This design comes from an exercise in tuning for small area, a short achievable clock period and few clock cycles on the open sky130 flow, not from production work.
At most, simulation tests tie the RTL to the original design; equivalence was not proved.
The RTL of run 5 was laid out without a check of its function.
Power is estimated from default activity; no workload was simulated.

[flow/design.v]
module sdseq (
    input             clk,
    input             rst,           
    input             op_valid,
    output            op_ready,
    input      [7:0]  op_code,
    input      [63:0] op_arg,
    output reg        rsp_valid,
    output reg [3:0]  rsp_err,
    output reg [63:0] rsp_data,
    output reg        cmd_valid,
    output reg [24:0] cmd_word,
    input             eng_done,
    output     [14:0] sdcr1,
    output     [14:0] sdcr2,
    output     [27:0] sdtr1,
    output     [27:0] sdtr2,
    output     [24:5] sdcmr,
    output     [13:1] sdrtr,
    output reg        busy,            
    output reg        clk_gate,
    output reg        handle_valid,
    output reg        handle_bank,
    output reg [2:0]  phase1,
    output reg [2:0]  phase2,
    output reg [1:0]  delay_ok,
    output reg        refresh_programmed,
    output     [1:0]  ready
);
    localparam OP_MAKE_CONFIG   = 8'h10;
    localparam OP_CONFIGURE     = 8'h11;
    localparam OP_SEND_COMMAND  = 8'h20;
    localparam OP_SET_WP        = 8'h21;
    localparam OP_SET_NRFS      = 8'h22;
    localparam OP_SET_REFRESH   = 8'h23;
    localparam OP_WP            = 8'h24;
    localparam OP_BANK          = 8'h25;
    localparam OP_DELAY         = 8'h26;
    localparam OP_MEMORY_VIEW   = 8'h30;
    localparam E_OK     = 4'd0;
    localparam E_TZERO  = 4'd5;
    localparam E_RANGE  = 4'd6;
    localparam E_UNAVL  = 4'd7;
    localparam E_NOHND  = 4'd8;
    localparam E_ESZERO = 4'd9;
    localparam E_REFUSE = 4'd15;
    localparam PH_POWERUP   = 3'd0;
    localparam PH_CLKEN     = 3'd1;
    localparam PH_PRECHG    = 3'd2;
    localparam PH_REFRESHED = 3'd3;
    localparam PH_MODELOAD  = 3'd4;
    localparam PH_VIOLATED  = 3'd5;
    localparam M_CLKEN = 3'd1;
    localparam M_PALL  = 3'd2;
    localparam M_AREF  = 3'd3;
    localparam M_LMR   = 3'd4;
    localparam [31:0] BANK1_BASE = 32'hA000_0000;
    localparam [31:0] BANK2_BASE = 32'hD000_0000;
    localparam S_IDLE = 2'd0;
    localparam S_EXEC = 2'd1;
    localparam S_WAIT = 2'd2;
    localparam S_DIV  = 2'd3;
    reg [1:0]  state;
    reg [7:0]  op;
    reg [63:0] arg;
    reg [14:0] cr1, cr2;
    reg [27:0] tr1, tr2;
    reg [3:0]  cmr_nrfs;
    reg [15:0] cmr_mrd;
    reg [12:0] rtr_count;
    reg [31:0] div_rem;
    reg [31:0] div_quo;
    reg [31:0] div_den;
    reg [5:0]  div_cnt;
    assign op_ready = (state == S_IDLE);
    assign sdcr1 = cr1;
    assign sdcr2 = cr2;
    assign sdtr1 = tr1;
    assign sdtr2 = tr2;
    assign sdcmr = {cmr_mrd, cmr_nrfs};
    assign sdrtr = rtr_count;
    assign ready[0] = handle_valid && !handle_bank && phase1 == PH_MODELOAD && refresh_programmed;
    assign ready[1] = handle_valid &&  handle_bank && phase2 == PH_MODELOAD && refresh_programmed;
    wire [4:0] t_mrd = arg[4:0];
    wire [4:0] t_xsr = arg[9:5];
    wire [4:0] t_ras = arg[14:10];
    wire [4:0] t_rc  = arg[19:15];
    wire [4:0] t_wr  = arg[24:20];
    wire [4:0] t_rp  = arg[29:25];
    wire [4:0] t_rcd = arg[34:30];
    wire [2:0] c_cas = arg[37:35];
    wire [3:0] c_col = arg[41:38];
    wire [3:0] c_row = arg[45:42];
    wire [1:0] c_div = arg[47:46];
    wire [1:0] c_pipe = arg[49:48];
    wire       c_wp  = arg[50];
    wire       c_rburst = arg[51];
    wire [1:0] c_dw  = arg[53:52];
    wire       c_ba  = arg[54];
    wire       c_bank = arg[55];
    wire cfg_zero = (t_mrd == 5'd0) || (t_xsr == 5'd0) || (t_ras == 5'd0) || (t_rc == 5'd0) ||
                    (t_wr == 5'd0) || (t_rp == 5'd0) || (t_rcd == 5'd0);
    wire cfg_range = (t_mrd > 5'd16) || (t_xsr > 5'd16) || (t_ras > 5'd16) || (t_rc > 5'd16) ||
                     (t_wr > 5'd16) || (t_rp > 5'd16) || (t_rcd > 5'd16) ||
                     (c_cas < 3'd1) || (c_cas > 3'd3) ||
                     (c_col < 4'd8) || (c_col > 4'd11) ||
                     (c_row < 4'd11) || (c_row > 4'd13) ||
                     (c_div < 2'd2) ||
                     (c_pipe > 2'd2) ||
                     (c_dw == 2'd3);
    wire [3:0] cfg_err = cfg_zero ? E_TZERO : cfg_range ? E_RANGE : E_OK;
    wire [1:0] f_nc   = c_col[1:0];             
    wire [1:0] f_nr   = c_row[1:0] - 2'd3;      
    wire [3:0] f_tmrd = t_mrd - 5'd1;
    wire [3:0] f_txsr = t_xsr - 5'd1;
    wire [3:0] f_tras = t_ras - 5'd1;
    wire [3:0] f_trc  = t_rc  - 5'd1;
    wire [3:0] f_twr  = t_wr  - 5'd1;
    wire [3:0] f_trp  = t_rp  - 5'd1;
    wire [3:0] f_trcd = t_rcd - 5'd1;
    wire [9:0] cr_bank   = {c_wp, c_cas[1:0], c_ba, c_dw, f_nr, f_nc};
    wire [4:0] cr_shared = {c_pipe, c_rburst, c_div};
    wire [2:0]  k_mode = arg[2:0];
    wire        k_ctb2 = arg[3];
    wire        k_ctb1 = arg[4];
    wire        k_valid = (k_mode >= M_CLKEN) && (k_mode <= M_LMR);
    function [2:0] next_phase;
        input [2:0] ph;
        input       dok;
        input [2:0] mode;
        begin
            next_phase = PH_VIOLATED;
            case (mode)
                M_CLKEN: if (ph == PH_POWERUP)          next_phase = PH_CLKEN;
                M_PALL:  if (ph == PH_CLKEN && dok)     next_phase = PH_PRECHG;
                M_AREF:  if (ph == PH_PRECHG)           next_phase = PH_REFRESHED;
                M_LMR:   if (ph == PH_REFRESHED)        next_phase = PH_MODELOAD;
                default: next_phase = PH_VIOLATED;
            endcase
        end
    endfunction
    wire [2:0] ph1_next = next_phase(phase1, delay_ok[0], k_mode);
    wire [2:0] ph2_next = next_phase(phase2, delay_ok[1], k_mode);
    wire [32:0] div_shift = {div_rem, div_quo[31]};
    wire [32:0] div_diff  = div_shift - {1'b0, div_den};
    wire        div_ge    = !div_diff[32];
    always @(posedge clk) begin
        if (rst) begin
            state     <= S_IDLE;
            op        <= 8'd0;
            arg       <= 64'd0;
            rsp_valid <= 1'b0;
            rsp_err   <= 4'd0;
            rsp_data  <= 64'd0;
            cmd_valid <= 1'b0;
            cmd_word  <= 25'd0;
            cr1       <= 15'h02D0;
            cr2       <= 15'h02D0;
            tr1       <= 28'hFFFFFFF;
            tr2       <= 28'hFFFFFFF;
            cmr_nrfs  <= 4'd0;
            cmr_mrd   <= 16'd0;
            rtr_count <= 13'd0;
            busy      <= 1'b0;
            clk_gate  <= 1'b0;
            handle_valid <= 1'b0;
            handle_bank  <= 1'b0;
            phase1    <= PH_POWERUP;
            phase2    <= PH_POWERUP;
            delay_ok  <= 2'b00;
            refresh_programmed <= 1'b0;
            div_rem   <= 32'd0;
            div_quo   <= 32'd0;
            div_den   <= 32'd0;
            div_cnt   <= 6'd0;
        end else begin
            rsp_valid <= 1'b0;
            cmd_valid <= 1'b0;
            case (state)
            S_IDLE: begin
                if (op_valid) begin
                    op    <= op_code;
                    arg   <= op_arg;
                    state <= S_EXEC;
                end
            end
            S_EXEC: begin
                state    <= S_IDLE;
                rsp_valid <= 1'b1;
                rsp_err  <= E_OK;
                rsp_data <= 64'd0;
                case (op)
                OP_MAKE_CONFIG: begin
                    rsp_err <= cfg_err;
                end
                OP_CONFIGURE: begin
                    if (handle_valid)
                        rsp_err <= E_UNAVL;
                    else if (cfg_err != E_OK)
                        rsp_err <= cfg_err;
                    else begin
                        clk_gate     <= 1'b1;
                        handle_valid <= 1'b1;
                        handle_bank  <= c_bank;
                        cr1[14:10]   <= cr_shared;
                        tr1[15:12]   <= f_trc;
                        tr1[23:20]   <= f_trp;
                        if (!c_bank) begin
                            cr1[9:0]   <= cr_bank;
                            tr1[3:0]   <= f_tmrd;
                            tr1[7:4]   <= f_txsr;
                            tr1[11:8]  <= f_tras;
                            tr1[19:16] <= f_twr;
                            tr1[27:24] <= f_trcd;
                        end else begin
                            cr2[9:0]   <= cr_bank;
                            tr2[3:0]   <= f_tmrd;
                            tr2[7:4]   <= f_txsr;
                            tr2[11:8]  <= f_tras;
                            tr2[19:16] <= f_twr;
                            tr2[27:24] <= f_trcd;
                        end
                    end
                end
                OP_SEND_COMMAND: begin
                    if (!handle_valid)
                        rsp_err <= E_NOHND;
                    else if (!k_valid)
                        rsp_err <= E_REFUSE;
                    else begin
                        rsp_valid <= 1'b0;
                        state     <= S_WAIT;
                        cmr_nrfs  <= arg[8:5];
                        cmr_mrd   <= arg[24:9];
                        cmd_valid <= 1'b1;
                        cmd_word  <= arg[24:0];
                        busy      <= 1'b1;
                        if (k_ctb1) begin
                            phase1 <= ph1_next;
                            if (k_mode == M_CLKEN && phase1 == PH_POWERUP)
                                delay_ok[0] <= 1'b0;
                        end
                        if (k_ctb2) begin
                            phase2 <= ph2_next;
                            if (k_mode == M_CLKEN && phase2 == PH_POWERUP)
                                delay_ok[1] <= 1'b0;
                        end
                    end
                end
                OP_SET_WP: begin
                    if (!handle_valid)
                        rsp_err <= E_NOHND;
                    else if (!handle_bank)
                        cr1[9] <= arg[0];
                    else
                        cr2[9] <= arg[0];
                end
                OP_SET_NRFS: begin
                    if (!handle_valid)
                        rsp_err <= E_NOHND;
                    else if (arg[7:0] > 8'd15)
                        rsp_err <= E_RANGE;
                    else
                        cmr_nrfs <= arg[3:0];
                end
                OP_SET_REFRESH: begin
                    if (!handle_valid)
                        rsp_err <= E_NOHND;
                    else if (arg[15:0] > 16'd8191)
                        rsp_err <= E_RANGE;
                    else begin
                        rtr_count <= arg[12:0];
                        refresh_programmed <= 1'b1;
                    end
                end
                OP_WP: begin
                    if (!handle_valid)
                        rsp_err <= E_NOHND;
                    else
                        rsp_data <= {63'd0, handle_bank ? cr2[9] : cr1[9]};
                end
                OP_BANK: begin
                    if (!handle_valid)
                        rsp_err <= E_NOHND;
                    else
                        rsp_data <= {63'd0, handle_bank};
                end
                OP_DELAY: begin
                    if (arg[31:0] != 32'd0) begin
                        if (phase1 == PH_CLKEN) delay_ok[0] <= 1'b1;
                        if (phase2 == PH_CLKEN) delay_ok[1] <= 1'b1;
                    end
                end
                OP_MEMORY_VIEW: begin
                    if (!handle_valid)
                        rsp_err <= E_NOHND;
                    else if (arg[31:0] == 32'd0)
                        rsp_err <= E_ESZERO;
                    else begin
                        rsp_valid <= 1'b0;
                        state     <= S_DIV;
                        div_rem   <= 32'd0;
                        div_quo   <= arg[63:32];
                        div_den   <= arg[31:0];
                        div_cnt   <= 6'd0;
                    end
                end
                default: rsp_err <= E_REFUSE;
                endcase
            end
            S_WAIT: begin
                if (eng_done && busy) begin
                    busy      <= 1'b0;
                    rsp_valid <= 1'b1;
                    rsp_err   <= E_OK;
                    rsp_data  <= 64'd0;
                    state     <= S_IDLE;
                end
            end
            S_DIV: begin
                div_rem <= div_ge ? div_diff[31:0] : div_shift[31:0];
                div_quo <= {div_quo[30:0], div_ge};
                div_cnt <= div_cnt + 6'd1;
                if (div_cnt == 6'd31) begin
                    rsp_valid <= 1'b1;
                    rsp_err   <= E_OK;
                    rsp_data  <= {handle_bank ? BANK2_BASE : BANK1_BASE, div_quo[30:0], div_ge};
                    state     <= S_IDLE;
                end
            end
            endcase
        end
    end
endmodule
[flow/run.sh]
#!/bin/bash
# synth_recipe.tcl (not shown) runs the flow's synth.tcl, then flattens the netlist and writes it again
# the make line also repeats each setting of config.mk as NAME=value (left out here)
make -C /OpenROAD-flow-scripts/flow DESIGN_CONFIG=/design/flow/config.mk WORK_HOME=/design/flow/orfs CLKGATE_MAP_FILE= SYNTH_SCRIPT=/design/flow/synth_recipe.tcl finish
[flow/config.mk]
export PLATFORM = sky130hd
export DESIGN_NAME = sdseq
export DESIGN_NICKNAME = sdseq
export VERILOG_FILES = /design/flow/design.v
export SDC_FILE = /design/flow/constraint.sdc
export NUM_CORES = 4
export LEC_CHECK = 0
export CAP_MARGIN = 20
export CORE_MARGIN = 2
export CORE_UTILIZATION = 40
export SLEW_MARGIN = 20
[flow/constraint.sdc]
create_clock -name core_clock -period 10.0 [get_ports {clk}]
set_input_delay 2.0000 -clock core_clock [delete_from_list [all_inputs] [get_ports {clk}]]
set_output_delay 2.0000 -clock core_clock [all_outputs]
set_load 0.01 [all_outputs]
==> results.sh, run 1 <==
export IMPL_critPathKind="flop to flop"
export IMPL_clock_latency_ns=0.56
export IMPL_synthCells=1957
export IMPL_slew_headroom_pct=27.2
export IMPL_drive_gt1_share_pct=5.43
export IMPL_ys_seq_area_share_pct=43.7
export IMPL_antenna_found_initial=0
export IMPL_ys_async_sr_fraction_pct=0
export IMPL_worstSetupStartpointType="flop"
export IMPL_cts_path_max_buffers=3
export IMPL_core_area_um2=38800
export IMPL_die_area_um2=41200
export IMPL_synth_seq_cells=345
export IMPL_synthSimpleGateAreaFrac_pct=19.1
export IMPL_nNetsFinal=2250
export IMPL_synth_top_area_share_pct=43.7
export IMPL_status="no timing/DRC/antenna violations"
export IMPL_grt_max_degree=96
export IMPL_syn_to_final_growth_pct=25.3
export IMPL_syn_area_per_cell_um2=8.08
export IMPL_synthFlopType="dfxtp_1"
export IMPL_crit_slowest_cell="nand2b_2"
export IMPL_drtIter0Drc=941
export IMPL_drv_slew=0
export IMPL_synth_cell_types=70
export IMPL_ant_nets=0
export IMPL_synth_adder_area_share_pct=4.00
export IMPL_synth_largest_area_cell="dfxtp_1"
export IMPL_num_vias=14100
export IMPL_final_core_util_pct=51.0
export IMPL_crit_fanout=50
export IMPL_cts_buffers=40
export IMPL_grt_pass1_vias=13400
export IMPL_finalSetupTns_ns=0
export IMPL_maxCapViolations=0
export IMPL_yosys_warnings=1
export IMPL_synth_top_cells_by_count="nand2_1 (401), dfxtp_1 (345), a21oi_1 (245)"
export IMPL_diodes=0
export IMPL_hold_viol_final=0
export IMPL_die_x_um=203
export IMPL_rows=72
export IMPL_cpLargestDelayFamily="simple AND/OR/NAND/NOR gates"
export IMPL_hold_buffers=0
export IMPL_initial_core_util_pct=40.7
export IMPL_clk_pin_slew_ns=0.06
export IMPL_wl_per_cell_um=18.4
export IMPL_multiInputGateArea_um2=7870
export IMPL_cts_setup_buffers=0
export IMPL_p_leak_nw=7.42
export IMPL_fp_dieH_um=203
export IMPL_track_usage_pct=23.2
export IMPL_synth_most_common_cell="nand2_1"
export IMPL_hold_ws_ns=0.451
export IMPL_synth_compound_area_share_pct=19.8
export IMPL_setup_viol=0
export IMPL_htreeDepth=2
export IMPL_synthXorXnorAreaFrac_pct=2.50
export IMPL_path_buf_inv=1
export IMPL_vdd_drop_max_uv=94.3
export IMPL_routed_wl_um=49300
export IMPL_grt_setup_unrepaired="no"
export IMPL_design_area_um2=19800
export IMPL_cp_slowest_stage_delay_ns=0.98
export IMPL_endpoint_kind="flop"
export IMPL_min_period_over_period_pct=42.7
export IMPL_worst_slew_pin_slew_ns=1.09
export IMPL_grt_pass1_wl_um=76200
export IMPL_postCtsResizedCells=0
export IMPL_synth_top_family_by_area="compound AO/OA/AOI/OAI gates"
export IMPL_max_freq_ghz=0.234
export IMPL_viasPerCell=5.26
export IMPL_post_route_min_period_ns=4.27
export IMPL_clock_sinks=345
export IMPL_remaining_drc_errors=0
export IMPL_overflow=0
export IMPL_synth_edff_count=0
export IMPL_path_cells="inv_1, ha_1, or3b_2, a22oi_1, nand3_1, a2111oi_4, nand4b_2, nand2b_2, a211o_1"
export IMPL_gp_congestion=0.887
export IMPL_power_density_nw_per_um2=157
export IMPL_crit_arrival_ns=4.71
export IMPL_dp_hpwl_um=34200
export IMPL_skew_ns=0.0313
export IMPL_first_pass_iters=5
export IMPL_portBuffers=264
export IMPL_ios=306
export IMPL_root_buffer="clkbuf_16"
export IMPL_netlist_area_um2=15800
export IMPL_fillers=3681
export IMPL_synth_area_top_cells="dfxtp_1 (44%), nand2_1 (9.5%), a21oi_1 (7.8%)"
export IMPL_critPathRequiredTime_ns=10.44
export IMPL_placed_area_um2=18400
export IMPL_synthMuxAreaShare_pct=3.12
export IMPL_cts_tree="built"
export IMPL_seq_area_um2=6910
export IMPL_hp_class="flop to flop"
cells by family after synthesis:
group | count (synthesis)
adder cells (fa/ha/maj) | 50
other | 2
flip-flops | 345
AND/OR/NAND/NOR | 708
AO/OA/AOI/OAI | 497
buffers and inverters | 263
XOR/XNOR | 43
multiplexers | 49
power breakdown:
group,internal (W),switching (W),leakage (nW)
logic,0.0000728,0.000109,3.96
clock network,0.000888,0.000604,0.661
registers,0.00139,0.0000358,2.79
total,0.00236,0.000749,7.42
placed cells by master (no fill, tap or decap), types with 7 or more instances in the layout:
cell / n
nand2_1: 400
dfxtp_1: 345
clkdlybuf4s50_1: 263
a21oi_1: 244
nor2_1: 166
inv_1: 72
a22oi_1: 67
a211o_1: 49
ha_1: 49
mux2i_1: 47
conb_1: 41
clkbuf_16: 40
o21ai_0: 32
xnor2_1: 30
nor3_1: 27
o21ai_1: 23
nand3_1: 19
nand2b_1: 18
a211oi_1: 13
xor2_1: 12
clkbuf_8: 12
a21o_1: 11
buf_4: 11
nand4_1: 10
nand3b_1: 10
clkbuf_1: 10
or2_2: 9
a31oi_1: 7
worst register-to-register path: stages, from the launching register on:
cell	delay [ns]
dfxtp_1	0.39
inv_1	0.14
ha_1	0.23
or3b_2	0.51
a22oi_1	0.20
nand3_1	0.16
a2111oi_4	0.32
nand4b_2	0.70
nand2b_2	0.99
a211o_1	0.52
path summary, 6_finish.rpt:
check	startpoint	end	slack, ns	cells after the start
min reg2reg	div_den[28]	div_den[28]	0.45	2
max reg2reg	arg[10]	tr1[1]	5.73	9
max	arg[10]	tr1[1]	5.73	9
min	div_den[28]	div_den[28]	0.45	2
per-layer routing:
layer	wire length, um	vias up	GRT usage (%)
li1	-	6919	-
met1	22600	6683	31.7
met2	22700	392	37.8
met3	2680	79	3.63
met4	1300	0	7.19
met5	0	-	0
area by class of cell:
class,instances,area share [%]
Tap cell,518,3.27
Multi-Input combinational cell,1388,39.7
Clock inverter,12,0.770
Inverter,72,1.36
Clock buffer,62,6.07
Timing Repair Buffer,277,14.0
Sequential cell,345,34.8
flip-flops by register name, indices dropped and copies added (netlist names), 2 cells and up:
| register | cells |
|---|---|
| div_cnt | 6 |
| cmd_word | 9 |
| cmr_nrfs | 4 |
| phase1 | 3 |
| cr1 | 15 |
| cmr_mrd | 16 |
| op | 8 |
| phase2 | 3 |
| arg | 64 |
| tr2 | 20 |
| rsp_data | 35 |
| div_den | 32 |
| rtr_count | 13 |
| rsp_err | 4 |
| div_quo | 32 |
| tr1 | 28 |
| sdcr2 | 10 |
| delay_ok | 2 |
| div_rem | 32 |
| state | 2 |
stage by stage:
stage / power (W) / worst slack, ns / cells
floorplan: 0.00157 / 6.72 / 1996
global placement: 0.00164 / 5.78 / 2598
CTS: 0.00313 / 5.74 / 2673
detailed placement: 0.00164 / 5.74 / 2599
finish: 0.00310 / 5.73 / 2674
global route: 0.00320 / 5.40 / 2674
Testbench counts, summed over its fixed seeds: cycles 38,816.
==> inputs of run 2 (changes only) <==
--- a/flow/design.v
+++ b/flow/design.v
@@ -9,5 +9,5 @@
     output reg [3:0]  rsp_err,
-    output reg [63:0] rsp_data,
+    output     [63:0] rsp_data,
     output reg        cmd_valid,
-    output reg [24:0] cmd_word,
+    output     [24:0] cmd_word,
     input             eng_done,
@@ -56,11 +56,2 @@
     localparam M_LMR   = 3'd4;
-    localparam [31:0] BANK1_BASE = 32'hA000_0000;
-    localparam [31:0] BANK2_BASE = 32'hD000_0000;
-    localparam S_IDLE = 2'd0;
-    localparam S_EXEC = 2'd1;
-    localparam S_WAIT = 2'd2;
-    localparam S_DIV  = 2'd3;
-    reg [1:0]  state;
-    reg [7:0]  op;
-    reg [63:0] arg;
     reg [14:0] cr1, cr2;
@@ -70,7 +61,12 @@
     reg [12:0] rtr_count;
-    reg [31:0] div_rem;
-    reg [31:0] div_quo;
-    reg [31:0] div_den;
-    reg [5:0]  div_cnt;
-    assign op_ready = (state == S_IDLE);
+    reg [4:0]  cmd_lo;           
+    reg [31:0] rsp_lo;
+    reg        rsp_view;         
+    reg        div_run;          
+    reg        div_setup;        
+    reg [31:0] div_rem;          
+    reg [31:0] div_den;          
+    reg [4:0]  div_cnt;          
+    assign op_ready = !busy && !div_run;
+    wire   accept   = op_valid && op_ready;
     assign sdcr1 = cr1;
@@ -81,4 +77,8 @@
     assign sdrtr = rtr_count;
+    assign cmd_word = {cmr_mrd, cmr_nrfs, cmd_lo};
+    assign rsp_data = {rsp_view, rsp_view & handle_bank, rsp_view & ~handle_bank,
+                       rsp_view & handle_bank, 28'd0, rsp_lo};
     assign ready[0] = handle_valid && !handle_bank && phase1 == PH_MODELOAD && refresh_programmed;
     assign ready[1] = handle_valid &&  handle_bank && phase2 == PH_MODELOAD && refresh_programmed;
+    wire [63:0] arg = op_arg;
     wire [4:0] t_mrd = arg[4:0];
@@ -143,4 +143,16 @@
     wire [2:0] ph2_next = next_phase(phase2, delay_ok[1], k_mode);
-    wire [32:0] div_shift = {div_rem, div_quo[31]};
-    wire [32:0] div_diff  = div_shift - {1'b0, div_den};
+    function [4:0] msb_pos;
+        input [31:0] v;
+        integer i;
+        begin
+            msb_pos = 5'd0;
+            for (i = 0; i < 32; i = i + 1)
+                if (v[i]) msb_pos = i[4:0];
+        end
+    endfunction
+    wire [4:0]  msb_rem   = msb_pos(div_rem);
+    wire [4:0]  msb_den   = msb_pos(div_den);
+    wire        quo_zero  = msb_den > msb_rem;      
+    wire [4:0]  align     = msb_rem - msb_den;
+    wire [32:0] div_diff  = {1'b0, div_rem} - {1'b0, div_den};
     wire        div_ge    = !div_diff[32];
@@ -148,10 +160,5 @@
         if (rst) begin
-            state     <= S_IDLE;
-            op        <= 8'd0;
-            arg       <= 64'd0;
             rsp_valid <= 1'b0;
-            rsp_err   <= 4'd0;
-            rsp_data  <= 64'd0;
+            rsp_view  <= 1'b0;
             cmd_valid <= 1'b0;
-            cmd_word  <= 25'd0;
             cr1       <= 15'h02D0;
@@ -171,6 +178,4 @@
             refresh_programmed <= 1'b0;
-            div_rem   <= 32'd0;
-            div_quo   <= 32'd0;
-            div_den   <= 32'd0;
-            div_cnt   <= 6'd0;
+            div_run   <= 1'b0;
+            div_setup <= 1'b0;
         end else begin
@@ -178,16 +183,8 @@
             cmd_valid <= 1'b0;
-            case (state)
-            S_IDLE: begin
-                if (op_valid) begin
-                    op    <= op_code;
-                    arg   <= op_arg;
-                    state <= S_EXEC;
-                end
-            end
-            S_EXEC: begin
-                state    <= S_IDLE;
+            if (accept) begin
                 rsp_valid <= 1'b1;
-                rsp_err  <= E_OK;
-                rsp_data <= 64'd0;
-                case (op)
+                rsp_err   <= E_OK;
+                rsp_lo    <= 32'd0;
+                rsp_view  <= 1'b0;
+                case (op_code)
                 OP_MAKE_CONFIG: begin
@@ -231,7 +228,6 @@
                         rsp_valid <= 1'b0;
-                        state     <= S_WAIT;
                         cmr_nrfs  <= arg[8:5];
                         cmr_mrd   <= arg[24:9];
+                        cmd_lo    <= arg[4:0];
                         cmd_valid <= 1'b1;
-                        cmd_word  <= arg[24:0];
                         busy      <= 1'b1;
@@ -279,3 +275,3 @@
                     else
-                        rsp_data <= {63'd0, handle_bank ? cr2[9] : cr1[9]};
+                        rsp_lo <= {31'd0, handle_bank ? cr2[9] : cr1[9]};
                 end
@@ -285,3 +281,3 @@
                     else
-                        rsp_data <= {63'd0, handle_bank};
+                        rsp_lo <= {31'd0, handle_bank};
                 end
@@ -300,7 +296,6 @@
                         rsp_valid <= 1'b0;
-                        state     <= S_DIV;
-                        div_rem   <= 32'd0;
-                        div_quo   <= arg[63:32];
+                        div_run   <= 1'b1;
+                        div_setup <= 1'b1;
+                        div_rem   <= arg[63:32];
                         div_den   <= arg[31:0];
-                        div_cnt   <= 6'd0;
                     end
@@ -310,23 +305,34 @@
             end
-            S_WAIT: begin
-                if (eng_done && busy) begin
-                    busy      <= 1'b0;
-                    rsp_valid <= 1'b1;
-                    rsp_err   <= E_OK;
-                    rsp_data  <= 64'd0;
-                    state     <= S_IDLE;
-                end
+            if (busy && eng_done) begin
+                busy      <= 1'b0;
+                rsp_valid <= 1'b1;
+                rsp_err   <= E_OK;
+                rsp_lo    <= 32'd0;
+                rsp_view  <= 1'b0;
             end
-            S_DIV: begin
-                div_rem <= div_ge ? div_diff[31:0] : div_shift[31:0];
-                div_quo <= {div_quo[30:0], div_ge};
-                div_cnt <= div_cnt + 6'd1;
-                if (div_cnt == 6'd31) begin
-                    rsp_valid <= 1'b1;
-                    rsp_err   <= E_OK;
-                    rsp_data  <= {handle_bank ? BANK2_BASE : BANK1_BASE, div_quo[30:0], div_ge};
-                    state     <= S_IDLE;
+            if (div_run) begin
+                if (div_setup) begin
+                    div_setup <= 1'b0;
+                    rsp_lo    <= 32'd0;
+                    div_den   <= div_den << align;
+                    div_cnt   <= align;
+                    if (quo_zero) begin
+                        div_run   <= 1'b0;
+                        rsp_valid <= 1'b1;
+                        rsp_err   <= E_OK;
+                        rsp_view  <= 1'b1;
+                    end
+                end else begin
+                    div_rem <= div_ge ? div_diff[31:0] : div_rem;
+                    div_den <= div_den >> 1;
+                    rsp_lo  <= {rsp_lo[30:0], div_ge};
+                    div_cnt <= div_cnt - 5'd1;
+                    if (div_cnt == 5'd0) begin
+                        div_run   <= 1'b0;
+                        rsp_valid <= 1'b1;
+                        rsp_err   <= E_OK;
+                        rsp_view  <= 1'b1;
+                    end
                 end
             end
-            endcase
         end
==> run 2 against run 1 <==
Still clean on timing, DRC and antenna. Flip-flop and latch count shrank 111. Critical path depth rose by 8. Worst hold slack got worse by 0.0049 ns. Synthesized cell count decreased by 12%. Sequential power fell by 29%. Area after synthesis is 4.2% lower. Clock power shrank 28%. Die area decreased by 4.1%. Final cell count is 8.9% lower. Core utilization is 0.88 points lower. Global-route usage rose by 2.5 points. Largest cell class unchanged. Largest power group unchanged. Highest routed layer unchanged.
==> results.sh, run 2 <==
export IMPL_min_period_over_period_pct=55.9
export IMPL_vdd_drop_max_uv=123
export IMPL_initial_core_util_pct=40.4
export IMPL_status="no timing/DRC/antenna violations"
export IMPL_whs_path_depth=2
export IMPL_critPathRequiredTime_ns=10.32
export IMPL_crit_fanout=31
export IMPL_fp_dieH_um=199
export IMPL_p_leak_nw=7.27
export IMPL_die_area_um2=39500
export IMPL_syn_area_per_cell_um2=8.84
export IMPL_clk_pin_slew_ns=0.06
export IMPL_track_usage_pct=25.7
export IMPL_grt_pass1_vias=13200
export IMPL_synthCells=1715
export IMPL_synth_seq_cells=234
export IMPL_hp_class="flop to flop"
export IMPL_rows=71
export IMPL_synth_top_cells_by_count="nand2_1 (258), a21oi_1 (135), dfxtp_1 (124)"
export IMPL_synth_area_top_cells="edfxtp_1 (22%), dfxtp_1 (16%), nand2_1 (6.4%)"
export IMPL_clock_sinks=234
export IMPL_drv_slew=0
export IMPL_finalSetupTns_ns=0
export IMPL_skew_ns=0.0170
export IMPL_cts_tree="built"
export IMPL_synth_largest_area_cell="edfxtp_1"
export IMPL_die_x_um=199
export IMPL_hold_buffers=0
export IMPL_drive_gt1_share_pct=7.22
export IMPL_grt_setup_unrepaired="no"
export IMPL_max_freq_ghz=0.179
export IMPL_drtIter0Drc=906
export IMPL_synth_cell_types=81
export IMPL_gr_usage_met1_pct=34.6
export IMPL_overflow=0
export IMPL_postCtsResizedCells=0
export IMPL_yosys_warnings=1
export IMPL_num_vias=13600
export IMPL_final_cell_mix="clkdlybuf4s50_1 (263), nand2_1 (258), a21oi_1 (133), dfxtp_1 (123), edfxtp_1 (110)"
export IMPL_gp_congestion=0.923
export IMPL_slew_headroom_pct=32.5
export IMPL_setup_viol=0
export IMPL_ant_nets=0
export IMPL_hold_viol_final=0
export IMPL_syn_to_final_growth_pct=24.1
export IMPL_endpoint_kind="flop"
export IMPL_worst_slew_pin_slew_ns=1.01
export IMPL_grt_max_degree=87
export IMPL_maxCapViolations=0
export IMPL_netlist_area_um2=15200
export IMPL_rr_worst_depth=17
export IMPL_ys_seq_area_share_pct=38.2
export IMPL_wl_per_cell_um=21.2
export IMPL_viasPerCell=5.59
export IMPL_cts_buffers=29
export IMPL_first_pass_iters=5
export IMPL_remaining_drc_errors=0
export IMPL_cts_setup_buffers=0
export IMPL_ys_async_sr_fraction_pct=0
export IMPL_grtUsageMet3_pct=5.56
export IMPL_nNetsFinal=2036
export IMPL_core_area_um2=37500
export IMPL_root_buffer="clkbuf_16"
export IMPL_routed_wl_um=51600
export IMPL_worstSetupStartpointType="flop"
export IMPL_grt_pass1_wl_um=79100
export IMPL_synth_most_common_cell="nand2_1"
export IMPL_portBuffers=264
export IMPL_clock_latency_ns=0.55
export IMPL_cts_path_max_buffers=3
export IMPL_crit_arrival_ns=5.90
export IMPL_power_density_nw_per_um2=122
export IMPL_grt_busiest_layer="met2"
export IMPL_antenna_found_initial=0
export IMPL_synth_edff_count=110
export IMPL_dp_hpwl_um=37900
export IMPL_htreeDepth=1
export IMPL_diodes=0
export IMPL_reg_top3="div_den x32, div_rem x32, rsp_lo x32"
export IMPL_synthFlopType="dfxtp_1"
export IMPL_post_route_min_period_ns=5.59
export IMPL_ios=306
export IMPL_synth_top_area_share_pct=21.8
export IMPL_use_met2_pct=42.7
export IMPL_critPathKind="flop to flop"
export IMPL_hold_ws_ns=0.446
export IMPL_layout_commonest_cell="clkdlybuf4s50_1"
[run 2: cell count changes in the layout (fill, tap and decap cells not counted), sizes merged, moves of 29 or more]
| cell | previous run | this run |
|---|---|---|
| edfxtp | 0 | 110 |
| o21ai | 56 | 85 |
| a211o | 49 | 5 |
| nand2 | 401 | 259 |
| dfxtp | 345 | 124 |
| a22oi | 67 | 8 |
| o211ai | 6 | 68 |
| nor2 | 169 | 104 |
| and2 | 4 | 34 |
| mux2i | 47 | 78 |
| a21oi | 245 | 136 |
[run 2: layout make-up]
class	instances	area, um^2
clock buffers	40	858
multi-input cells	1273	8270
well taps	511	639
clock inverters	13	131
inverters	81	304
flip-flops and latches	234	5790
fillers	3605	18700
repair buffers	285	2820
[run 2: layer usage]
layer | vias to the layer above | share of wire (%) | routed length [um]
li1 | 6496 | - | -
met1 | 6534 | 44 | 22700
met2 | 512 | 47 | 24100
met3 | 73 | 7.5 | 3890
met4 | 0 | 1.9 | 967
met5 | - | 0 | 0
[run 2: path summary, 6_finish.rpt]
kind | start | end | slack [ns]
worst max-delay path | div_den[5] | div_den[31] | 4.41
worst min-delay path | cr1[11] | cr1[11] | 0.45
worst max register to register | div_den[5] | div_den[31] | 4.41
worst min register to register | cr1[11] | cr1[11] | 0.45
[run 2: worst max-delay path, stage by stage (launching register included)]
cell      delay [ns]
edfxtp_1        0.51
o311ai_0        0.43
a311oi_1        0.17
o311ai_0        0.39
a311oi_1        0.18
o311ai_0        0.29
a311oi_1        0.14
o311a_1         0.35
fa_1            0.51
buf_4           0.37
clkinv_1        0.56
mux2i_1         0.40
nand2_1         0.08
nand2_1         0.16
nor2_1          0.06
a21oi_1         0.27
nor2_1          0.08
o32ai_1         0.39
[run 2: power breakdown]
group	switching (W)	total, W	internal (W)
Combinational	0.000110	0.000185	0.0000746
Sequential	0.00000958	0.00102	0.00101
Clock	0.000430	0.00108	0.000651
Total	0.000550	0.00229	0.00174
[run 2: metrics by stage]
| stage | instances | power, W | util, % | instance area, um^2 | setup slack [ns] |
|---|---|---|---|---|---|
| 6_report | 2437 | 0.00229 | 50.2 | 18800 | 4.41 |
| 2_1_floorplan | 1754 | 0.00115 | - | 15300 | 5.28 |
| 4_1_cts | 2436 | 0.00231 | 50.1 | 18800 | 4.50 |
| 5_1_grt | 2437 | 0.00236 | 50.2 | 18800 | 4.10 |
| 3_5_place_dp | 2383 | 0.00122 | 47.5 | 17800 | 4.11 |
| 3_3_place_gp | 2383 | 0.00122 | 47.5 | 17800 | 4.21 |
[run 2: kinds of logic after synthesis]
| logic type | Yosys count | share of synthesized area, % |
|---|---|---|
| simple gates | 588 | 18.6 |
| compound gates | 445 | 19.4 |
| buf+inv | 247 | 8.44 |
| flops | 234 | 38.2 |
| mux | 106 | 8.47 |
| fa+ha+maj | 56 | 4.72 |
| xor+xnor | 37 | 2.19 |
| other cells | 2 | 0.0495 |
Testbench counts of run 2, summed over its fixed seeds: cycles 22,935.
==> inputs of run 3 (changes only) <==
--- a/flow/design.v
+++ b/flow/design.v
@@ -158,2 +158,6 @@
     wire        div_ge    = !div_diff[32];
+    wire [31:0] div_r1    = div_ge ? div_diff[31:0] : div_rem;
+    wire [32:0] div_diff2 = {1'b0, div_r1} - {2'b0, div_den[31:1]};
+    wire        div_ge2   = !div_diff2[32];
+    wire [31:0] div_r2    = div_ge2 ? div_diff2[31:0] : div_r1;
     always @(posedge clk) begin
@@ -325,7 +329,12 @@
                 end else begin
-                    div_rem <= div_ge ? div_diff[31:0] : div_rem;
-                    div_den <= div_den >> 1;
-                    rsp_lo  <= {rsp_lo[30:0], div_ge};
-                    div_cnt <= div_cnt - 5'd1;
+                    div_den <= div_den >> 2;
+                    div_cnt <= div_cnt - 5'd2;
                     if (div_cnt == 5'd0) begin
+                        div_rem <= div_r1;
+                        rsp_lo  <= {rsp_lo[30:0], div_ge};
+                    end else begin
+                        div_rem <= div_r2;
+                        rsp_lo  <= {rsp_lo[29:0], div_ge, div_ge2};
+                    end
+                    if (div_cnt <= 5'd1) begin
                         div_run   <= 1'b0;
--- a/flow/config.mk
+++ b/flow/config.mk
@@ -10,2 +10,3 @@
 export CORE_UTILIZATION = 40
+export SETUP_SLACK_MARGIN = 5
 export SLEW_MARGIN = 20
==> run 3 against run 2 <==
Core utilization is 6.2 points higher. Critical path depth is 6 higher. Critical endpoint is now rsp_lo[0]. Highest routed layer is now met5. Non-clock buffer count is 145 higher. Die area is 13% higher. Largest cell class unchanged. Register-to-register slack better by 0.05 ns. First-iteration DRC count is 98% higher. Worst setup slack better by 0.047 ns. Clock power is 4% higher. Clock-buffer cell count is 2 lower. Critical path type unchanged. Fmax is 0.84% higher. Clock skew is 0.0030 ns lower.
==> results.sh, run 3 <==
export IMPL_synthCells=2091
export IMPL_synthFlopType="dfxtp_1"
export IMPL_clock_latency_ns=0.59
export IMPL_track_usage_pct=29.9
export IMPL_synth_seq_cells=234
export IMPL_hold_viol_final=0
export IMPL_synth_area_top_cells="edfxtp_1 (19%), dfxtp_1 (14%), nand2_1 (7.3%)"
export IMPL_syn_area_per_cell_um2=8.21
export IMPL_viasPerCell=6.00
export IMPL_ys_async_sr_fraction_pct=0
export IMPL_maxCapViolations=0
export IMPL_crit_path_end="rsp_lo[0]"
export IMPL_grt_setup_unrepaired="yes"
export IMPL_overflow=0
export IMPL_max_freq_ghz=0.180
export IMPL_top_layer_used="met5"
export IMPL_synth_top_cells_by_count="nand2_1 (336), a21oi_1 (209), nor2_1 (163)"
export IMPL_first_pass_iters=8
export IMPL_synth_adder_area_share_pct=6.55
export IMPL_final_core_util_pct=56.4
export IMPL_finalSetupTns_ns=0
export IMPL_rows=75
export IMPL_drv_slew=0
export IMPL_reg2reg_from="div_rem[18]"
export IMPL_rr_worst_depth=23
export IMPL_netlist_area_um2=17200
export IMPL_r2r_setup_slack_ns=4.46
export IMPL_core_area_um2=42100
export IMPL_remaining_drc_errors=0
export IMPL_post_route_min_period_ns=5.54
export IMPL_synth_most_common_cell="nand2_1"
export IMPL_p_leak_nw=9.20
export IMPL_grt_pass1_wl_um=103000
export IMPL_power_density_nw_per_um2=119
export IMPL_synth_cell_types=79
export IMPL_final_cell_mix="nand2_1 (324), clkdlybuf4s50_1 (262), a21oi_1 (186), nor2_1 (152), buf_4 (130)"
export IMPL_drtIter0Drc=1793
export IMPL_ys_seq_area_share_pct=33.7
export IMPL_critPathRequiredTime_ns=10.31
export IMPL_min_period_over_period_pct=55.4
export IMPL_initial_core_util_pct=40.7
export IMPL_slew_headroom_pct=42.9
export IMPL_total_power_w=0.00282
export IMPL_crit_arrival_ns=5.85
export IMPL_met3WireLength_um=6380
export IMPL_pre_cts_slack_ns=3.35
export IMPL_wl_met1_um=28500
export IMPL_worstSetupStartpoint="div_rem[18]"
export IMPL_cts_tree="built"
export IMPL_drive_gt1_share_pct=18.6
export IMPL_ios=306
export IMPL_nNetsFinal=2588
export IMPL_portBuffers=264
export IMPL_cts_buffers=29
export IMPL_yosys_warnings=1
export IMPL_worst_slew_pin_slew_ns=0.857
export IMPL_synth_largest_area_cell="edfxtp_1"
export IMPL_met2_length_um=32100
export IMPL_routed_wl_um=69700
export IMPL_die_area_um2=44600
export IMPL_clock_sinks=234
export IMPL_num_vias=17900
export IMPL_grt_max_degree=64
export IMPL_cts_path_max_buffers=3
export IMPL_crit_fanout=7
export IMPL_grt_pass1_vias=17000
export IMPL_diodes=0
export IMPL_die_x_um=211
export IMPL_ant_nets=0
export IMPL_hold_buffers=0
export IMPL_synth_top_family_by_area="compound AO/OA/AOI/OAI gates"
export IMPL_synth_edff_count=110
export IMPL_synthMuxAreaShare_pct=7.88
export IMPL_final_cells=2985
export IMPL_synthSimpleGateAreaFrac_pct=18.5
export IMPL_skew_ns=0.0140
export IMPL_endpoint_kind="flop"
export IMPL_layout_commonest_cell="nand2_1"
export IMPL_worstSetupStartpointType="flop"
export IMPL_layout_setup_ws_ns=4.46
export IMPL_antenna_found_initial=5
export IMPL_synth_top_area_share_pct=19.2
export IMPL_synthXorXnorAreaFrac_pct=3.11
export IMPL_vdd_drop_max_uv=129
export IMPL_reg_top3="div_den x32, div_rem x32, rsp_lo x32"
export IMPL_wl_per_cell_um=23.4
export IMPL_regToRegEndpoint="rsp_lo[0]"
export IMPL_htreeDepth=1
export IMPL_dp_hpwl_um=47100
export IMPL_critPathKind="flop to flop"
export IMPL_clk_pin_slew_ns=0.06
export IMPL_syn_to_final_growth_pct=38.3
export IMPL_status="no timing/DRC/antenna violations"
export IMPL_setup_viol=0
export IMPL_hp_class="flop to flop"
export IMPL_synth_compound_area_share_pct=22.7
export IMPL_gp_congestion=0.972
export IMPL_root_buffer="clkbuf_16"
export IMPL_fp_dieH_um=211
export IMPL_placed_cells=2788
==> run 3: cell types whose count changed in the layout (fill, tap and decap cells not counted), sizes merged, moves of 19 or more <==
cell    previous run  this run
a211oi            19        58
a21oi            136       209
and2              34         7
buf               22       165
ha                54        85
inv               82       101
nand2            259       336
nor2             104       164
o21ai             85       113
==> run 3: area by class of cell <==
type,instances,area (um^2)
Clock inverter,15,171
Tap cell,539,674
Fill cell,3762,18400
Inverter,103,392
Timing Repair Buffer,430,4290
Sequential cell,234,5790
Clock buffer,38,831
Multi-Input combinational cell,1626,11600
==> run 3: repair_timing <==
| item | 4_1_cts | 5_1_grt |
|---|---|---|
| pin swaps | 80 | 62 |
| endpoints found under the setup margin | 146 | 135 |
| gates resized for setup | 134 | 172 |
| gates cloned | 10 | 3 |
| buffers inserted | 97 | 33 |
| hold endpoints to repair | 0 | 0 |
==> run 3: through the flow <==
step	hold slack (ns)	cell area, um^2
6_report	0.448	23700
2_1_floorplan	0.465	17500
5_1_grt	0.466	23700
3_5_place_dp	0.445	20100
3_3_place_gp	0.435	20100
4_1_cts	0.454	22700
==> run 3: how the worst min path moves through the flow <==
stage | endpoint | depth (start not counted) | start | slack, ns
final | cr1[11] | 2 | cr1[11] | 0.45
after detailed placement | cr1[3] | 2 | cr1[3] | 0.45
after global placement | cr1[11] | 2 | cr1[11] | 0.44
after CTS | cr1[3] | 2 | cr1[3] | 0.45
after global routing | cr1[3] | 2 | cr1[3] | 0.47
after floorplan | rsp_view | 2 | rsp_view | 0.46
==> run 3: cell families after synthesis <==
kind of cell / after synthesis
xor+xnor: 61
other cells: 2
fa+ha+maj: 88
mux: 108
flops: 234
simple gates: 719
buf+inv: 273
compound gates: 606
==> run 3: power by group <==
group | total [W] | internal (W) | switching [W]
clock network | 0.00112 | 0.000662 | 0.000455
logic | 0.000678 | 0.000301 | 0.000377
registers | 0.00103 | 0.00101 | 0.0000158
total | 0.00282 | 0.00198 | 0.000847
==> run 3: critical path, cell delays in order, from the launching register on <==
cell,delay (ns)
edfxtp_1,0.53
ha_4,0.37
nand4_1,0.14
or3_4,0.41
a211oi_4,0.24
nor2_4,0.08
buf_4,0.16
o31ai_4,0.29
mux2_4,0.23
ha_1,0.17
inv_1,0.06
fa_2,0.37
a211oi_4,0.27
nor2_4,0.09
o221ai_2,0.20
and2_4,0.21
o21ai_4,0.07
or2_4,0.26
a31oi_4,0.21
a31oi_4,0.16
buf_12,0.19
buf_6,0.12
o21ai_4,0.25
o21ai_4,0.15
==> run 3: routing by layer <==
metal  track usage, %  vias up
met1             38.7     8647
met5                0        -
met4             9.69       10
li1                 -     8188
met2             49.1      870
met3             7.30      190
Testbench counts of run 3, summed over its fixed seeds: cycles 14,549.
==> inputs of run 4 (changes only) <==
--- a/flow/config.mk
+++ b/flow/config.mk
@@ -10,3 +10,2 @@
 export CORE_UTILIZATION = 40
-export SETUP_SLACK_MARGIN = 5
 export SLEW_MARGIN = 20
==> run 4 against run 3 <==
Clock power barely moved. First-iteration DRC count fell by 15%. Global-route usage fell by 2.9 points. Clock-buffer cell count rose by 7. Critical path depth did not move. Still clean. Clock skew rose by 0.0080 ns. Total power fell by 8.2%. Flip-flop and latch count did not move. Fmax fell by 23%. Register-to-register slack got worse by 1.7 ns.
==> results.sh, run 4 <==
export IMPL_status="no timing/DRC/antenna violations"
export IMPL_cts_buffers=29
export IMPL_cp_slowest_stage_delay_ns=0.86
export IMPL_placed_area_um2=20000
export IMPL_synth_top_cells_by_count="nand2_1 (336), a21oi_1 (209), nor2_1 (163)"
export IMPL_viasPerCell=5.82
export IMPL_routed_wl_um=61600
export IMPL_grtUsageMet3_pct=7.61
export IMPL_cts_tree="built"
export IMPL_hp_class="flop to flop"
export IMPL_setup_viol=0
export IMPL_combPwrFrac_pct=18.3
export IMPL_power_density_nw_per_um2=124
export IMPL_cpLargestDelayFamily="compound AO/OA/AOI/OAI gates"
export IMPL_cts_setup_buffers=0
export IMPL_path_cells="inv_1, ha_1, inv_1, fa_1, a21oi_1, nor3_1, nor3_1, a211oi_2, nor2_2, o31a_2, o21ai_0, ha_1, nand4_1, nor4_1, o221ai_1, and2_1, o21ai_0, or2_2, a31oi_1, a31oi_4, buf_4, mux2_2, a21oi_1"
export IMPL_worst_slew_pin_slew_ns=1.03
export IMPL_whs_path_depth=2
export IMPL_layout_commonest_cell="nand2_1"
export IMPL_critPathRequiredTime_ns=10.43
export IMPL_grt_busiest_layer="met2"
export IMPL_dp_hpwl_um=45800
export IMPL_p_leak_nw=8.25
export IMPL_final_cell_mix="nand2_1 (335), clkdlybuf4s50_1 (263), a21oi_1 (208), nor2_1 (161), dfxtp_1 (123)"
export IMPL_maxCapViolations=0
export IMPL_endpoint_kind="flop"
export IMPL_portBuffers=264
export IMPL_crit_slowest_cell="o31a_2"
export IMPL_root_buffer="clkbuf_16"
export IMPL_syn_to_final_growth_pct=22.3
export IMPL_track_usage_pct=27.0
export IMPL_p_seq_share_pct=39.7
export IMPL_clock_latency_ns=0.59
export IMPL_core_area_um2=42100
export IMPL_clock_sinks=234
export IMPL_synthFlopType="dfxtp_1"
export IMPL_min_period_over_period_pct=72.2
export IMPL_die_area_um2=44600
export IMPL_synth_most_common_cell="nand2_1"
export IMPL_overflow=0
export IMPL_grt_pass1_wl_um=94000
export IMPL_drv_slew=0
export IMPL_die_x_um=211
export IMPL_cp_num_cells=23
export IMPL_vdd_drop_max_uv=128
export IMPL_postCtsResizedCells=0
export IMPL_ys_seq_area_share_pct=33.7
export IMPL_grt_max_degree=88
export IMPL_synth_largest_area_cell="edfxtp_1"
export IMPL_initial_core_util_pct=40.7
export IMPL_swShare_pct=29.2
export IMPL_slew_headroom_pct=31.7
export IMPL_post_route_min_period_ns=7.22
export IMPL_drive_gt1_share_pct=5.73
export IMPL_clkPwrFrac_pct=42.0
export IMPL_use_met2_pct=43.6
export IMPL_synth_top_area_share_pct=19.2
export IMPL_finalSetupTns_ns=0
export IMPL_final_core_util_pct=49.8
export IMPL_synth_seq_cells=234
export IMPL_critPathKind="flop to flop"
export IMPL_first_pass_iters=5
export IMPL_crit_fanout=54
export IMPL_reg_top3="div_den x32, div_rem x32, rsp_lo x32"
export IMPL_syn_area_per_cell_um2=8.21
export IMPL_cts_path_max_buffers=3
export IMPL_skew_ns=0.0220
export IMPL_ios=306
export IMPL_synth_edff_count=110
export IMPL_yosys_warnings=1
export IMPL_synthCells=2091
export IMPL_switching_power_w=0.000756
export IMPL_synth_cell_types=79
export IMPL_gp_congestion=0.927
export IMPL_htreeDepth=1
export IMPL_diodes=0
export IMPL_nNetsFinal=2443
export IMPL_grt_setup_unrepaired="no"
export IMPL_remaining_drc_errors=0
export IMPL_p_int_w=0.00184
export IMPL_max_freq_ghz=0.139
export IMPL_hold_buffers=0
export IMPL_antenna_found_initial=1
export IMPL_wl_per_cell_um=21.7
export IMPL_worstSetupStartpointType="flop"
export IMPL_rows=75
export IMPL_rr_worst_depth=23
export IMPL_hold_viol_final=0
export IMPL_drtIter0Drc=1530
export IMPL_path_buf_inv=3
export IMPL_grt_pass1_vias=16200
export IMPL_ys_async_sr_fraction_pct=0
export IMPL_clk_pin_slew_ns=0.06
export IMPL_design_area_um2=21000
export IMPL_ant_nets=0
export IMPL_fillers=4082
export IMPL_num_vias=16500
export IMPL_netlist_area_um2=17200
export IMPL_gr_usage_met1_pct=34.6
export IMPL_synth_area_top_cells="edfxtp_1 (19%), dfxtp_1 (14%), nand2_1 (7.3%)"
export IMPL_fp_dieH_um=211
export IMPL_crit_arrival_ns=7.65
-- run 4: layer usage --
| layer | up-vias | wire (um) |
|---|---|---|
| li1 | 7876 | - |
| met1 | 7831 | 25600 |
| met2 | 721 | 27900 |
| met3 | 101 | 5740 |
| met4 | 4 | 2210 |
| met5 | - | 107 |
-- run 4: metrics by stage --
stage	hold WS [ns]	instances	worst slack (ns)	power [W]
after floorplan	0.465	2130	4.26	0.00137
after CTS	0.454	2841	2.90	0.00261
after global routing	0.477	2841	2.25	0.00269
after global placement	0.435	2786	3.00	0.00151
after detailed placement	0.440	2787	2.92	0.00151
final	0.450	2841	2.78	0.00259
-- run 4: worst paths after layout --
path,endpoint,start,slack (ns)
max reg2reg,div_rem[0],div_rem[0],2.78
min,cr1[11],cr1[11],0.45
max,div_rem[0],div_rem[0],2.78
min reg2reg,cr1[11],cr1[11],0.45
-- run 4: layout make-up --
type                       instances  area [um^2]  area share [%]
tap                              539          674            3.21
inverter                         103          388            1.85
multi-input combinational       1623        10300            49.1
clock buffer                      45          920            4.38
timing repair buffer             288         2840            13.5
clock inverter                     9         73.8           0.352
sequential                       234         5790            27.6
-- run 4: cells by family (layout without fill, tap and decap cells) --
group	after synthesis	count (layout)	share of synthesized area, %
buf+inv	273	445	7.52
flops	234	234	33.7
fa+ha+maj	88	88	6.55
xor+xnor	61	61	3.11
simple gates	719	719	18.5
mux	108	108	7.88
other cells	2	41	0.0437
compound gates	606	606	22.7
-- run 4: power by group through the flow --
| stage | sequential (W) | combinational (W) | clock [W] |
|---|---|---|---|
| final | 0.00103 | 0.000474 | 0.00109 |
| after global routing | 0.00103 | 0.000517 | 0.00114 |
| after CTS | 0.00103 | 0.000467 | 0.00111 |
| after detailed placement | 0.00105 | 0.000464 | 0 |
| after global placement | 0.00105 | 0.000462 | 0 |
| after floorplan | 0.00105 | 0.000322 | 0 |
-- run 4: worst register-to-register path: cells and delay by family (launching register included) --
family / cells / cell delay, ns
adders and majority gates: 3 / 1.02
muxes: 1 / 0.47
and+or+nand+nor: 7 / 1.73
AOI/OAI and AO/OA: 9 / 2.84
buffers and inverters: 3 / 0.65
DFF: 1 / 0.36
==> inputs of run 5 (changes only) <==
--- a/flow/design.v
+++ b/flow/design.v
@@ -145,13 +145,22 @@
         input [31:0] v;
-        integer i;
+        reg   [15:0] v16;
+        reg   [7:0]  v8;
+        reg   [3:0]  v4;
+        reg   [1:0]  v2;
         begin
-            msb_pos = 5'd0;
-            for (i = 0; i < 32; i = i + 1)
-                if (v[i]) msb_pos = i[4:0];
+            msb_pos[4] = |v[31:16];
+            v16        = msb_pos[4] ? v[31:16] : v[15:0];
+            msb_pos[3] = |v16[15:8];
+            v8         = msb_pos[3] ? v16[15:8] : v16[7:0];
+            msb_pos[2] = |v8[7:4];
+            v4         = msb_pos[2] ? v8[7:4] : v8[3:0];
+            msb_pos[1] = |v4[3:2];
+            v2         = msb_pos[1] ? v4[3:2] : v4[1:0];
+            msb_pos[0] = v2[1];
         end
     endfunction
-    wire [4:0]  msb_rem   = msb_pos(div_rem);
-    wire [4:0]  msb_den   = msb_pos(div_den);
-    wire        quo_zero  = msb_den > msb_rem;      
-    wire [4:0]  align     = msb_rem - msb_den;
+    wire [4:0]  msb_num   = msb_pos(arg[63:32]);
+    wire [4:0]  msb_den   = msb_pos(arg[31:0]);
+    wire        quo_zero  = msb_den > msb_num;      
+    wire [4:0]  align     = msb_num - msb_den;
     wire [32:0] div_diff  = {1'b0, div_rem} - {1'b0, div_den};
@@ -299,7 +308,12 @@
                     else begin
-                        rsp_valid <= 1'b0;
-                        div_run   <= 1'b1;
-                        div_setup <= 1'b1;
                         div_rem   <= arg[63:32];
                         div_den   <= arg[31:0];
+                        div_cnt   <= align;
+                        if (quo_zero) begin
+                            rsp_view  <= 1'b1;
+                        end else begin
+                            rsp_valid <= 1'b0;
+                            div_run   <= 1'b1;
+                            div_setup <= 1'b1;
+                        end
                     end
@@ -320,10 +334,3 @@
                     rsp_lo    <= 32'd0;
-                    div_den   <= div_den << align;
-                    div_cnt   <= align;
-                    if (quo_zero) begin
-                        div_run   <= 1'b0;
-                        rsp_valid <= 1'b1;
-                        rsp_err   <= E_OK;
-                        rsp_view  <= 1'b1;
-                    end
+                    div_den   <= div_den << div_cnt;
                 end else begin
==> run 5 against run 4 <==
Still clean. Synthesized cell count increased by 3.5%. Area after synthesis is 1.4% higher. Total power down 1.4%. Core utilization fell by 0.43 points. Critical path type unchanged. Critical endpoint is now div_rem[4]. Largest cell class unchanged. Highest routed layer unchanged.
==> results.sh, run 5 <==
export IMPL_drtIter0Drc=1550
export IMPL_gp_congestion=0.962
export IMPL_switching_power_w=0.000761
export IMPL_swShare_pct=29.8
export IMPL_hp_class="flop to flop"
export IMPL_maxCapViolations=0
export IMPL_cts_setup_buffers=0
export IMPL_synth_top_cells_by_count="nand2_1 (367), a21oi_1 (216), nor2_1 (144)"
export IMPL_track_usage_pct=29.9
export IMPL_die_x_um=213
export IMPL_synth_top_area_share_pct=19.0
export IMPL_endpoint_kind="flop"
export IMPL_r2r_setup_slack_ns=2.52
export IMPL_grt_setup_unrepaired="no"
export IMPL_synthCells=2164
export IMPL_drive_gt1_share_pct=5.51
export IMPL_synth_area_top_cells="edfxtp_1 (19%), dfxtp_1 (14%), nand2_1 (7.9%)"
export IMPL_overflow=0
export IMPL_cts_path_max_buffers=3
export IMPL_p_leak_nw=8.39
export IMPL_cts_buffers=29
export IMPL_syn_area_per_cell_um2=8.05
export IMPL_vdd_drop_max_uv=131
export IMPL_rr_worst_depth=23
export IMPL_placed_area_um2=20200
export IMPL_crit_fanout=27
export IMPL_path_buf_inv=5
export IMPL_worst_slew_pin_slew_ns=1.06
export IMPL_wl_per_cell_um=23.4
export IMPL_crit_arrival_ns=7.79
export IMPL_synth_largest_area_cell="edfxtp_1"
export IMPL_critPathRequiredTime_ns=10.32
export IMPL_status="no timing/DRC/antenna violations"
export IMPL_reg_top3="div_den x32, div_rem x32, rsp_lo x32"
export IMPL_synth_edff_count=110
export IMPL_ant_nets=0
export IMPL_synth_most_common_cell="nand2_1"
export IMPL_rows=76
export IMPL_cp_slowest_stage_delay_ns=0.86
export IMPL_initial_core_util_pct=40.5
export IMPL_dp_hpwl_um=50900
export IMPL_nNetsFinal=2503
export IMPL_grt_pass1_wl_um=103000
export IMPL_viasPerCell=5.89
export IMPL_portBuffers=264
export IMPL_fp_dieH_um=213
export IMPL_design_area_um2=21200
export IMPL_remaining_drc_errors=0
export IMPL_worstSetupStartpoint="div_rem[0]"
export IMPL_p_int_w=0.00180
export IMPL_drv_slew=0
export IMPL_clock_latency_ns=0.59
export IMPL_clock_sinks=234
export IMPL_num_vias=17400
export IMPL_core_area_um2=43000
export IMPL_power_density_nw_per_um2=121
export IMPL_min_period_over_period_pct=74.8
export IMPL_hold_buffers=0
export IMPL_grt_pass1_vias=16700
export IMPL_ys_async_sr_fraction_pct=0
export IMPL_first_pass_iters=5
export IMPL_ios=306
export IMPL_max_freq_ghz=0.134
export IMPL_htreeDepth=1
export IMPL_routed_wl_um=68900
export IMPL_cts_tree="built"
export IMPL_finalSetupTns_ns=0
export IMPL_critPathKind="flop to flop"
export IMPL_path_cells="inv_1, ha_1, inv_1, fa_1, a211oi_1, o21ai_1, o221ai_1, a41oi_1, a21oi_2, buf_4, o21ai_0, ha_1, a211oi_1, o211ai_1, a41oi_1, nand2_1, a41oi_1, buf_4, o311ai_1, o21ai_4, buf_4, mux2i_1, a21oi_1"
export IMPL_postCtsResizedCells=0
export IMPL_ys_seq_area_share_pct=33.2
export IMPL_hold_viol_final=0
export IMPL_root_buffer="clkbuf_16"
export IMPL_layout_commonest_cell="nand2_1"
export IMPL_p_seq_share_pct=40.2
export IMPL_slew_headroom_pct=29.3
export IMPL_yosys_warnings=1
export IMPL_crit_slowest_cell="o21ai_4"
export IMPL_hold_end="cr1[11]"
export IMPL_post_route_min_period_ns=7.48
export IMPL_reg2reg_from="div_rem[0]"
export IMPL_setup_viol=0
export IMPL_worstSetupStartpointType="flop"
export IMPL_die_area_um2=45200
export IMPL_hp_start="cr1[11]"
export IMPL_netlist_area_um2=17400
export IMPL_grt_max_degree=69
export IMPL_synthFlopType="dfxtp_1"
export IMPL_combPwrFrac_pct=18.6
export IMPL_clk_pin_slew_ns=0.06
export IMPL_regToRegEndpoint="div_rem[4]"
export IMPL_whs_path_depth=2
export IMPL_synth_seq_cells=234
export IMPL_cpLargestDelayFamily="compound AO/OA/AOI/OAI gates"
export IMPL_final_cell_mix="nand2_1 (367), clkdlybuf4s50_1 (263), a21oi_1 (213), nor2_1 (143), dfxtp_1 (124)"
export IMPL_antenna_found_initial=3
export IMPL_skew_ns=0.0161
export IMPL_syn_to_final_growth_pct=21.9
export IMPL_synth_cell_types=84
export IMPL_clkPwrFrac_pct=41.2
## run 5: changes by cell type in the layout (fill, tap and decap cells not counted), moves of 18 or more
| cell | delta |
|---|---|
| a211oi_1 | -34 |
| and3_1 | +34 |
| nand2_1 | +32 |
| nor2b_1 | -21 |
| nor2_1 | -18 |
## run 5: area by class of cell
cell class,count,area [um^2]
Inverter,92,347
Antenna cell,1,2.50
Multi-Input combinational cell,1683,10500
Fill cell,4220,21800
Tap cell,585,732
Clock inverter,11,80.1
Timing Repair Buffer,298,2930
Sequential cell,234,5790
Clock buffer,43,861
## run 5: power groups by stage
stage	Clock [W]	Combinational [W]	Sequential (W)
6_report	0.00105	0.000477	0.00103
5_1_grt	0.00111	0.000517	0.00103
4_1_cts	0.00107	0.000470	0.00103
3_5_place_dp	0	0.000467	0.00105
3_3_place_gp	0	0.000466	0.00105
2_1_floorplan	0	0.000314	0.00105
## run 5: metal layers
layer  GRT usage [%]  routed length, um  up-vias
li1                -                  -     8110
met2            49.8              32600      757
met4            11.7               2680        2
met5               0                 13        -
met1            39.0              28400     8364
met3            4.39               5190      139
## run 5: cells by family after synthesis
group,share of synthesized area [%]
simple gates,20.1
compound gates,22.8
buf+inv,7.66
flops,33.2
mux,6.70
fa+ha+maj,6.52
xor+xnor,2.92
other cells,0.0431
## run 5: worst min-delay path, delay by kind of cell, from the launching register on
kind	cells	cell delay, ns
AOI/OAI and AO/OA	1	0.05
buffers and inverters	1	0.05
DFF	1	0.31
## run 5: metrics by stage
step / power [W] / util (%) / setup WS [ns] / cells / hold slack, ns
after CTS: 0.00257 / 49.3 / 2.52 / 2944 / 0.454
after global placement: 0.00151 / 47.1 / 2.26 / 2890 / 0.437
final: 0.00256 / 49.4 / 2.52 / 2947 / 0.453
after detailed placement: 0.00151 / 47.1 / 2.35 / 2890 / 0.444
after floorplan: 0.00136 / - / 4.23 / 2203 / 0.470
after global routing: 0.00265 / 49.4 / 1.93 / 2946 / 0.479
## run 5: how the worst max path moves through the flow
stage                             to  slack [ns]  cells after the start
after floorplan           div_cnt[4]        4.23                     19
after global placement     rsp_valid        2.26                     21
after detailed placement   rsp_valid        2.35                     21
after CTS                 div_rem[4]        2.52                     23
after global routing      div_rem[4]        1.93                     24
final                     div_rem[4]        2.52                     23

-- what the ideal ports hide --
No port has a modelled driver above. Below, the same layouts with a new extraction and two added sets of constraints. Step 1, drivers: a clkbuf_16 drives clk and a buf_2 each remaining input, both assumed. Step 2 times the ports against the registers' clock, not the clock port: input delays grow and output delays shrink by t, the midpoint of the rising clock arrivals with the driver on. Three values: ideal ports, drivers, drivers and shift; two values: the first two.
run | t (ns) | slack for setup (ns) | worst slew at a driven data input, ns | pins driven straight from the clock port
run 1 | 0.607 | 5.728 / 5.728 / 5.680 | 0.06 | 1
run 2 | 0.597 | 4.413 / 4.413 / 4.090 | 0.06 | 1
run 3 | 0.645 | 4.460 / 4.460 / 4.460 | 0.08 | 1
run 4 | 0.639 | 2.782 / 2.782 / 2.782 | 0.07 | 1
run 5 | 0.638 | 2.524 / 2.524 / 2.183 | 0.08 | 1
After both steps every run listed still meets setup and hold. The setup slack of run 5, which loses most, moves by 0.000 ns with the drivers and by -0.341 ns with both steps.
